From an optimization exercise on the open Yosys and OpenROAD flow, aimed at small area; shortcuts taken in it are not production practice. In this exercise RTL edits were held to simulation tests only and were not proved equivalent to the original. Power and IR drop assume default switching activity.

Design lsc, start of the top module:
module lsc #(
    parameter integer P_TICK_CYCLES        = 1000,   
    parameter integer P_SCL_HALF           = 5,      
    parameter integer P_BUS_TIMEOUT_CYCLES = 100
) (
    input  wire        clk,
    input  wire        rst_n,
    input  wire        psel,
    input  wire        penable,
    input  wire        pwrite,
    input  wire [7:0]  paddr,
    input  wire [31:0] pwdata,
    output reg  [31:0] prdata,
    output wire        pready,
    output wire        pslverr,
    input  wire        scl_i,
    input  wire        sda_i,
    output reg         scl_oe,
    output reg         sda_oe,
    output wire [7:0]  angle_o,
    output reg         angle_stb
);
    assign pready  = 1'b1;
    assign pslverr = 1'b0;
    localparam [3:0] S_IDLE    = 4'd0,
                     S_FETCH   = 4'd1,
                     S_WAIT    = 4'd2,
                     S_MAP     = 4'd3,
                     S_BUS     = 4'd4,
                     S_INIT_CK = 4'd5,
                     S_INIT_W1 = 4'd6,
                     S_INIT_D1 = 4'd7,
                     S_INIT_W2 = 4'd8,
                     S_INIT_D2 = 4'd9,
                     S_COMMIT  = 4'd10;
    localparam [3:0] I_IDLE    = 4'd0,
                     I_START_A = 4'd1,
                     I_START_B = 4'd2,
                     I_START_C = 4'd3,
                     I_LOW     = 4'd4,
                     I_RISE    = 4'd5,
  ...
For scale: about 3100 cells after synthesis, roughly 92 I/O pins.
export LEC_CHECK = 0
export ABC_AREA = 1
export CAP_MARGIN = 20
export CORE_MARGIN = 2
export CORE_UTILIZATION = 40
export SLEW_MARGIN = 20
create_clock -name core_clock -period 30.0 [get_ports {clk}]
standard.sh (not shown) runs the stock make flow with config.mk's settings and CLKGATE_MAP_FILE= SYNTH_SCRIPT=/design/flow/synth_recipe.tcl, a recipe that flattens the netlist after the stock synthesis.
==> flow/flow/run.sh <==
#!/bin/bash
set -euo pipefail
cd "$(dirname "$0")/.."
W="$(pwd)"
rm -rf "$W/scripts_area"
cp -r "$FLOW_HOME/scripts" "$W/scripts_area"
cp "$W/flow/abc_area.script" "$W/scripts_area/abc_area.script"
bash "$W/standard.sh" \
    SCRIPTS_DIR="$W/scripts_area" \
    "CTS_ARGS=-sink_clustering_enable -repair_clock_nets -dont_use_dummy_load -buf_list sky130_fd_sc_hd__clkbuf_16 -sink_clustering_size 22 -sink_clustering_max_diameter 90" \
    "BUFFER_PORTS_ARGS=-buffer_cell sky130_fd_sc_hd__buf_1" \
    finish > "$W/flow_make.log" 2>&1
==> flow/flow/abc_area.script <==
strash
&get -n
&deepsyn -T 60 -S 7
&put
dch
map -a
strash
dch
amap -m -F 3 -A 8
strash
dch
amap -m -F 3 -A 8
strash
dch
amap -m -F 3 -A 8
strash
dch
amap -m -F 3 -A 8
strash
dch
amap -m -F 3 -A 8
strash
dch
amap -m -F 3 -A 8
strash
dch
amap -m -F 3 -A 8
strash
dch
amap -m -F 3 -A 8
strash
dch
amap -m -F 3 -A 8
topo
Then changed:
--- a/flow/flow/run.sh
+++ b/flow/flow/run.sh
@@ -9,3 +9,3 @@
     SCRIPTS_DIR="$W/scripts_area" \
-    "CTS_ARGS=-sink_clustering_enable -repair_clock_nets -dont_use_dummy_load -buf_list sky130_fd_sc_hd__clkbuf_16 -sink_clustering_size 22 -sink_clustering_max_diameter 90" \
+    "CTS_ARGS=-sink_clustering_enable -repair_clock_nets -dont_use_dummy_load -buf_list sky130_fd_sc_hd__clkbuf_16 -sink_clustering_size 20 -sink_clustering_max_diameter 80" \
     "BUFFER_PORTS_ARGS=-buffer_cell sky130_fd_sc_hd__buf_1" \
--- a/flow/flow/abc_area.script
+++ b/flow/flow/abc_area.script
@@ -1,5 +1,7 @@
 strash
-&get -n
-&deepsyn -T 60 -S 7
-&put
+ifraig
+dc2
+dch
+map -a
+strash
 dch
@@ -33,2 +35,5 @@
 amap -m -F 3 -A 8
+strash
+dch
+amap -m -F 3 -A 8
 topo
Outcome: The new run completed without violations; total power climbs by 30%; die area went up by 0.80%; critical path depth came out higher by 12; setup slack loses 1.9 ns; register-to-register slack loses 1.9 ns; area after synthesis increases by 0.81%; fmax fell by 8.4%; synthesized cell count is higher by 2.3%.

port drivers added, routing unchanged:
The results above use ideal ports. As a check the final layouts listed here were re-extracted and re-timed, cells and wires unchanged.
Step 1: set_driving_cell puts a clkbuf_16 on clk and a buf_2 on each other input, an assumption about the parent block.
Step 2 also shifts input and output timing later by t, the mid clock arrival at the registers, as if the neighbouring blocks saw the same clock.
Three values: ideal, step 1, step 2; two values: the first two.
| run | shift t [ns] | setup slack, ns | worst setup path at the end | worst data-port slew with drivers (ns) |
|---|---|---|---|---|
| the first run | 0.678 | 9.622 / 9.622 / 9.622 | register to register | 0.11 |
| the second run | 0.693 | 7.763 / 7.763 / 7.763 | register to register | 0.08 |
After both steps setup and hold are still met in every run listed.
